What follows belongs to an exercise in optimizing a design on an open flow for small area, a short achievable clock period and few clock cycles per item; a production flow would make more cautious choices.
Only simulation tests tie the RTL to the original design; equivalence was not proved.
No activity file was given, so power comes from the tool's default toggle rates.

**config.mk**
```make
export PLATFORM = sky130hd
export DESIGN_NAME = aq_cache_dir
export DESIGN_NICKNAME = aq_cache_dir
export VERILOG_FILES = /design/flow/design.v
export SDC_FILE = /design/flow/constraint.sdc
export NUM_CORES = 4
export LEC_CHECK = 0
export CAP_MARGIN = 20
export CORE_MARGIN = 2
export CORE_UTILIZATION = 30
export SLEW_MARGIN = 20
```
**constraint.sdc**
```tcl
create_clock -name core_clock -period 10.0 [get_ports {clk}]
set_input_delay 2.0000 -clock core_clock [delete_from_list [all_inputs] [get_ports {clk}]]
set_output_delay 2.0000 -clock core_clock [all_outputs]
set_load 0.01 [all_outputs]
```
**design.v**
```verilog
module aq_cache_dir (
    input  wire        clk,
    input  wire        rst,
    input  wire        req_valid,
    output wire        req_ready,
    input  wire [31:0] req_pa,
    input  wire        req_write,
    output wire        resp_valid,
    input  wire        resp_ready,
    output wire        resp_bypass,      
    output wire        resp_hit,
    output wire [1:0]  resp_way,         
    output wire        resp_fill,        
    output wire        resp_evict,       
    output wire [25:0] resp_evict_blk,   
    output wire [7:0]  resp_latency      
);
    localparam SETS = 32;
    localparam WAYS = 4;
    localparam [5:0] ST_RESET = 6'b000100;    
    function [5:0] others(input [1:0] m);
        case (m)
            2'd0:    others = {2'd3, 2'd2, 2'd1};
            2'd1:    others = {2'd3, 2'd2, 2'd0};
            2'd2:    others = {2'd3, 2'd1, 2'd0};
            default: others = {2'd2, 2'd1, 2'd0};
        endcase
    endfunction
    function [7:0] dec_list(input [4:0] c);
        reg [5:0] r;
        reg [1:0] m0, x, y;
        begin
            r = others(c[4:3]);
            case (c[2:1])
                2'd0:    begin m0 = r[1:0]; x = r[3:2]; y = r[5:4]; end
                2'd1:    begin m0 = r[3:2]; x = r[1:0]; y = r[5:4]; end
                default: begin m0 = r[5:4]; x = r[1:0]; y = r[3:2]; end
            endcase
            dec_list = c[0] ? {m0, x, y, c[4:3]} : {m0, y, x, c[4:3]};
        end
    endfunction
    function [4:0] enc_list(input [7:0] l);
        reg [5:0] r;
        reg [1:0] rank;
        begin
            r = others(l[1:0]);
            if (l[7:6] == r[1:0])      rank = 2'd0;
            else if (l[7:6] == r[3:2]) rank = 2'd1;
            else                       rank = 2'd2;
            enc_list = {l[1:0], rank, l[5:4] < l[3:2]};
        end
    endfunction
    function [4:0] touch(input [4:0] c, input [1:0] w);
        reg [7:0] l;
        begin
            l = dec_list(c);
            if (w == l[7:6])      touch = c;
            else if (w == l[5:4]) touch = enc_list({l[5:4], l[7:6], l[3:2], l[1:0]});
            else if (w == l[3:2]) touch = enc_list({l[3:2], l[7:6], l[5:4], l[1:0]});
            else                  touch = enc_list({l[1:0], l[7:6], l[5:4], l[3:2]});
        end
    endfunction
    reg [20:0] tag_q   [0:SETS*WAYS-1];
    reg [3:0]  dirty_q [0:SETS-1];
    reg [5:0]  st_q    [0:SETS-1];
    reg        a_v;
    reg [20:0] a_tag;
    reg [4:0]  a_idx;
    reg        a_wr, a_byp;
    reg        b_v;
    reg [20:0] b_tag;
    reg [4:0]  b_idx;
    reg        b_wr, b_byp;
    reg [20:0] b_tags [0:WAYS-1];
    reg [3:0]  b_dirty;
    reg [5:0]  b_st;
    reg        r0_v, r1_v;
    reg        r0_byp, r0_hit, r0_fill, r0_ev;
    reg [1:0]  r0_way;
    reg [25:0] r0_blk;
    reg        r1_byp, r1_hit, r1_fill, r1_ev;
    reg [1:0]  r1_way;
    reg [25:0] r1_blk;
    reg        rdy_q;
    wire b_fire = b_v && !r1_v;              
    wire b_take = !b_v || !r1_v;             
    wire a_move = a_v && b_take;
    wire accept = req_valid && rdy_q && !rst;
    wire pop    = r0_v && resp_ready;
    assign req_ready = rdy_q;
    wire        F    = b_st[5];
    wire [4:0]  code = b_st[4:0];
    wire [7:0]  lst  = dec_list(code);
    wire [1:0]  m3   = lst[1:0];
    wire [3:0] valid;
    wire [3:0] eq;
    genvar gw;
    generate
        for (gw = 0; gw < WAYS; gw = gw + 1) begin : g_way
            assign valid[gw] = F || (gw < m3);
            assign eq[gw]    = valid[gw] && (b_tags[gw] == b_tag);
        end
    endgenerate
    wire       hit   = |eq;
    wire [1:0] hw    = {eq[3] | eq[2], eq[3] | eq[1]};
    wire       fill  = !hit && !b_wr && !b_byp;
    wire [20:0] vtag = b_tags[m3];
    wire       evict = fill && F && b_dirty[m3];
    wire [4:0] ct0 = touch(code, 2'd0);
    wire [4:0] ct1 = touch(code, 2'd1);
    wire [4:0] ct2 = touch(code, 2'd2);
    wire [4:0] ct3 = touch(code, 2'd3);
    wire [4:0] code_hit = ({5{eq[0]}} & ct0) | ({5{eq[1]}} & ct1) |
                          ({5{eq[2]}} & ct2) | ({5{eq[3]}} & ct3);
    wire [5:0] st_new = hit  ? {F, code_hit} :
                        fill ? {F | (m3 == 2'd3), enc_list({m3, lst[7:6], lst[5:4], lst[3:2]})} :
                               b_st;
    wire [3:0] m3_oh = 4'b0001 << m3;
    wire [3:0] dirty_new = (b_dirty | (eq & {4{b_wr}})) & ~(m3_oh & {4{fill}});
    wire [20:0] tag_wd   = fill ? b_tag : vtag;
    integer s, w;
    always @(posedge clk) begin
        for (s = 0; s < SETS; s = s + 1) begin
            if (b_fire && b_idx == s) begin
                dirty_q[s] <= dirty_new;
                tag_q[s*WAYS + m3] <= tag_wd;
            end
        end
    end
    always @(posedge clk) begin
        for (s = 0; s < SETS; s = s + 1) begin
            if (rst)
                st_q[s] <= ST_RESET;
            else if (b_fire && b_idx == s)
                st_q[s] <= st_new;
        end
    end
    wire [4:0] rd_idx = b_take ? a_idx : b_idx;
    reg  [20:0] rd_tag [0:WAYS-1];
    reg  [3:0]  rd_dirty;
    reg  [5:0]  rd_st;
    always @(*) begin
        for (w = 0; w < WAYS; w = w + 1)
            rd_tag[w] = 21'd0;
        rd_dirty = 4'd0;
        rd_st    = 6'd0;
        for (s = 0; s < SETS; s = s + 1) begin
            if (rd_idx == s) begin
                for (w = 0; w < WAYS; w = w + 1)
                    rd_tag[w] = rd_tag[w] | tag_q[s*WAYS + w];
                rd_dirty = rd_dirty | dirty_q[s];
                rd_st    = rd_st | st_q[s];
            end
        end
    end
    wire fwd = b_fire && a_v && (a_idx == b_idx);
    always @(posedge clk) begin
        if (rdy_q) begin    
            a_tag <= req_pa[31:11];
            a_idx <= req_pa[10:6];
            a_wr  <= req_write;
            a_byp <= (req_pa[31:14] == 18'd0) && (req_pa[13:12] == 2'd1 || req_pa[13:12] == 2'd2);
        end
        if (b_take) begin
            b_tag <= a_tag;
            b_idx <= a_idx;
            b_wr  <= a_wr;
            b_byp <= a_byp;
        end
        for (w = 0; w < WAYS; w = w + 1)
            b_tags[w] <= fwd ? ((fill && m3 == w) ? b_tag : b_tags[w]) : rd_tag[w];
        b_dirty <= fwd ? dirty_new : rd_dirty;
        b_st    <= fwd ? st_new    : rd_st;
    end
    always @(posedge clk) begin
        if (rst) begin
            a_v <= 1'b0;
            b_v <= 1'b0;
        end else begin
            a_v <= accept || (a_v && !b_take);
            if (b_take)
                b_v <= a_v;
        end
    end
    wire       n_byp  = b_byp;
    wire       n_hit  = hit;
    wire [1:0] n_way  = hit ? hw : m3;
    wire       n_fill = fill;
    wire       n_ev   = evict;
    wire [25:0] n_blk = {vtag, b_idx};
    always @(posedge clk) begin
        if (!r0_v || pop) begin
            if (r1_v) begin
                r0_byp <= r1_byp; r0_hit <= r1_hit; r0_way <= r1_way;
                r0_fill <= r1_fill; r0_ev <= r1_ev; r0_blk <= r1_blk;
            end else begin
                r0_byp <= n_byp; r0_hit <= n_hit; r0_way <= n_way;
                r0_fill <= n_fill; r0_ev <= n_ev; r0_blk <= n_blk;
            end
        end
        if (!r1_v) begin
            r1_byp <= n_byp; r1_hit <= n_hit; r1_way <= n_way;
            r1_fill <= n_fill; r1_ev <= n_ev; r1_blk <= n_blk;
        end
    end
    wire r0_v_n = r1_v || (r0_v && !pop) || b_fire;
    wire r1_v_n = r0_v && !pop && (r1_v || b_fire);
    wire a_v_n  = accept || (a_v && !b_take);
    wire b_v_n  = b_take ? a_v : b_v;
    always @(posedge clk) begin
        if (rst) begin
            r0_v  <= 1'b0;
            r1_v  <= 1'b0;
            rdy_q <= 1'b1;
        end else begin
            r0_v  <= r0_v_n;
            r1_v  <= r1_v_n;
            rdy_q <= !a_v_n || !b_v_n || !r1_v_n;
        end
    end
    assign resp_valid     = r0_v;
    assign resp_bypass    = r0_byp;
    assign resp_hit       = r0_hit;
    assign resp_way       = r0_way;
    assign resp_fill      = r0_fill;
    assign resp_evict     = r0_ev;
    assign resp_evict_blk = r0_blk;
    assign resp_latency   = {r0_ev, !r0_hit, !r0_hit && !r0_ev, 1'b0,
                             r0_hit || r0_ev, !r0_hit && !r0_ev, r0_hit, 1'b0};
endmodule
```
**run.sh**
```bash
#!/bin/bash
# synth_recipe.tcl (not shown) runs the flow's synth.tcl, then flattens the netlist and writes it again
# the make line also repeats each setting of config.mk as NAME=value (left out here)
make -C /OpenROAD-flow-scripts/flow DESIGN_CONFIG=/design/flow/config.mk WORK_HOME=/design/flow/orfs CLKGATE_MAP_FILE= SYNTH_SCRIPT=/design/flow/synth_recipe.tcl finish
```
==> run notes <==
-- power breakdown --
group	internal, uW	switching [uW]	total, uW
Clock	6810	5060	11900
Sequential	15200	156	15300
Combinational	351	1190	1540
Total	22300	6400	28700
-- metrics by stage --
| stage | instance area, um^2 | setup slack, ps | cells |
|---|---|---|---|
| after detailed placement | 128000 | 4430 | 12300 |
| final | 139000 | 4130 | 12900 |
| after global routing | 139000 | 4180 | 12900 |
| after global placement | 128000 | 4410 | 12300 |
| after CTS | 138000 | 4360 | 12900 |
| after floorplan | 119000 | 5490 | 7128 |
-- layout make-up --
cell class | count | area share
Antenna cell | 5 | 0.0000903
Timing Repair Buffer | 418 | 0.0256
Tap cell | 5242 | 0.0473
Sequential cell | 3227 | 0.682
Clock buffer | 425 | 0.0639
Clock inverter | 156 | 0.00983
Multi-Input combinational cell | 3385 | 0.171
Inverter | 16 | 0.000433
-- worst register-to-register path, delay by kind of cell, from the launching register on --
kind            cells  cell delay (ps)
buf+inv             3             1390
compound gates      2              860
simple gates        5             2280
flops               1             1040
-- registers in the layout, summed over array words and instances (netlist names), 2 cells and up --
signal	count
b_st	6
r1_blk	26
a_tag	21
st_q	192
r1_way	2
b_dirty	4
dirty_q	128
b_idx	5
tag_q	2688
b_tags	84
r0_way	2
b_tag	21
r0_blk	26
a_idx	5
-- metal layers --
layer	up-vias	share of wire
met5	-	0.00037
met4	16	0.056
met3	1130	0.14
met2	6197	0.44
met1	38800	0.36
li1	29700	-
-- cells by family after synthesis --
kind of cell	synth area share
AOI/OAI and AO/OA	0.122
and+or+nand+nor	0.0530
adders and majority gates	0.000293
DFF	0.791
muxes	0.00773
xor gates and xnor gates	0.00715
buffers and inverters	0.0182
other	0.0000314
-- how the worst max path moves through the flow --
stage | end | cells after the start | startpoint | slack, ps
5_1_grt | b_tags[0][13] | 13 | b_v | 4180
2_1_floorplan | tag_q[0][2] | 12 | b_tag[19] | 5490
6_report | b_tags[0][13] | 10 | b_idx[1] | 4130
3_5_place_dp | b_tags[0][17] | 12 | r1_v | 4430
3_3_place_gp | b_tags[0][13] | 10 | b_idx[1] | 4410
4_1_cts | b_tags[0][17] | 12 | r1_v | 4360
-- synthesized netlist by cell type (all sizes together), types with 4 or more instances --
master	n	share of area
a22o	145	0.011
o21ai	16	0.00067
a32oi	13	0.00095
a32o	4	0.00034
nor4	107	0.0057
or2	9	0.00047
nand3	70	0.0030
a21oi	161	0.0067
a31oi	16	0.00084
mux2i	9	0.00075
clkbuf	301	0.0095
and3	35	0.0018
mux4	22	0.0042
nand4	120	0.0063
a22oi	1071	0.067
a2111oi	9	0.00066
dfxtp	244	0.041
a211o	33	0.0024
xor2	73	0.0054
and2	6	0.00031
a2bb2oi	9	0.00066
and4	46	0.0034
a221oi	107	0.0078
o221ai	51	0.0037
o2111ai	6	0.00044
nor2	423	0.013
inv	16	0.00050
xnor2	21	0.0018
o22ai	11	0.00058
nor2b	34	0.0018
nor3	70	0.0032
or3	9	0.00047
nand2b	14	0.00073
mux2	30	0.0028
a222oi	71	0.0060
edfxtp	2983	0.75
a211oi	165	0.010
nand4b	6	0.00044
or4	13	0.00082
nand2	342	0.011
buf	199	0.0083
o21a	4	0.00025
-- cells in the final DEF, fill, tap and decap left out, types with 21 or more instances in the layout --
cell / count
nor3_1: 42
a22o_1: 145
a22oi_1: 1071
nor3_2: 22
edfxtp_1: 2983
clkbuf_16: 337
a222oi_1: 71
o221ai_1: 51
a211o_1: 33
nand2_1: 321
a211oi_1: 163
mux4_2: 22
nand4_1: 120
bufinv_16: 22
a21oi_1: 158
and4_1: 45
dfxtp_1: 240
clkinv_2: 54
mux2_2: 30
clkbuf_1: 76
a221oi_1: 107
nand2_4: 21
nor2b_1: 34
clkdlybuf4s50_1: 69
nor2_1: 277
clkinv_1: 54
nor2_2: 137
xor2_1: 73
buf_4: 327
nand3_1: 69
and3_1: 24
nor4_1: 100
==> flow_summary_export.csv <==
group,metric,value,unit
global_routing,groute.usage.overall,0.206,
synth,synth-seq-cells,3227,
timing,setup_viol,0,
timing,min_period,5870,ps
clock_network,postCtsHoldBufs,0,
power_and_ir_drop,powerDensity,207,mW/mm^2
global_routing,busiest_layer,"met2",
critical_path,end_kind,"flip-flop",
timing,slew_viol_final,0,
critical_path,start_kind,"flip-flop",
die,io_pins,79,
clock_network,ctsRootBufferMaster,"clkbuf_16",
clock_network,htreeDepth,5,
finish,multi_input_area,0.0237,mm^2
clock_network,path_clk_slew,60,ps
place,io_buffers,70,
global_routing,antenna_found_initial,20,
die,initial_core_util,0.302,
synth,post_synth_num_cell_types,78,
critical_path,critPathMaxFanout,32,
finish,area_delta_synth_final,16.1,%
critical_path,reg2reg_from,"b_idx[1]",
routing,firstDrtPassIters,9,
clock_network,clock-sinks,3227,
clock_network,clock_path_buffers,4,
place,place_congestion,0.952,
finish,nets,7419,
worst_hold_path,hp-class,"reg -> reg",
global_routing,gr-total-overflow,0,
worst_hold_path,hold_path_depth,0,
timing,finalClockSkew,52.6,ps
timing,slew_headroom,0.0918,
clock_network,cts_tree,"yes",
critical_path,slowest_stage,"dfxtp_1",
die,die_w,635,um
clock_network,post_cts_buffers,0,
finish,area.sequential,0.0945,mm^2
critical_path,cp_slowest_stage_delay,1040,ps
die,num_rows,231,
critical_path,cp_num_buf_inv,3,
routing,routedWlPerCell,33.7,um
job,cap_violations,0,
routing,drt-total-wl,434000,um
synth,synth-edff-count,2983,
critical_path,critical-path-top-delay-family,"simple AND/OR/NAND/NOR gates",
synth,synth_ff_type,"edfxtp_1",
clock_network,insertion_delay,980,ps
timing,fin_crit_sh,0.587,
synth,synth-seq-area-share,0.791,
critical_path,rr_endpoint,"b_tags[0][13]",
clock_network,cts_buffers,332,
critical_path,cp_data_arrival_time,6530,ps
global_routing,grt_max_degree,107,
power_and_ir_drop,p_total,28700,uW
synth,syn_area_per_cell,16.8,um^2
routing,vias,75800,
finish,fillers,36900,
routing,drt_iter0_markers,14100,
global_routing,grtUsageMet3,0.0538,
critical_path,regToRegSetupSlack,4130,ps
worst_hold_path,hold_path_end,"b_byp",
critical_path,crit_type,"reg -> reg",
finish,final_layout_size_suffix_gt1_frac,0.146,
die,core,0.396,mm^2
place,dp_hpwl,237000,um
global_routing,grt_pass1_vias,71600,
timing,setup_tns,0,ps
critical_path,reg2regPathDepth,10,
finish,post-route-util,0.350,
timing,finalHoldWorstSlack,417,ps
global_routing,met2_usage,0.315,
power_and_ir_drop,irDropWorstVdd,0.206,mV
timing,rsz0062_at_grt,"no",
routing,vias_per_cell,5.89,
status,status,"complete, no violations",
synth,synth_cells,7127,
routing,drcViolationCount,0,
global_routing,grt_pass1_wl,584000,um
die,die_h,635,um
timing,max_freq,170,MHz
worst_hold_path,hp-start,"a_byp",
critical_path,required,10660,ps
die,die_area,0.403,mm^2
power_and_ir_drop,p_leak,0.0429,uW
global_routing,globalRouteMet1Util,0.272,
critical_path,path_cells,"nand4bb_1, and2_2, buf_4, nor3_2, buf_4, buf_4, a221oi_1, nand4_1, nor4_1, a21oi_1",
timing,tightest_slew,1350,ps
timing,hold_viol,0,
synth,synth-async-reset-ratio,0,
clock_network,cts_resized,0,
synth,synthesis.area,0.119,mm^2
synth,yosys_warnings,5,
critical_path,cp_common_cell,"buf_4",
routing,ant_nets,0,
Testbench counts, summed over its fixed seeds: cycles 24,024, items 24,000.

==> re-timing with driven ports <==
Ports are ideal in the flow. The routed layout listed here was re-timed in OpenROAD. Step 1 assumes that a clkbuf_16 drives the clock port and a buf_2 every other input. Step 2 times the ports against the registers' clock, not the clock port: input delays grow and output delays shrink by t, the midpoint of the rising clock arrivals with the driver on. Slacks: ideal ports / drivers / drivers and shift; pairs: ideal ports / drivers.
t, ns: 1.066
setup WS [ns]: 4.130 / 4.130 / 4.130
latest minus earliest clock arrival (ns): 0.054 / 0.054
After both steps setup and hold are still met in this run. For this run, drivers alone change the setup slack by 0.000 ns; drivers and shift together by 0.000 ns.
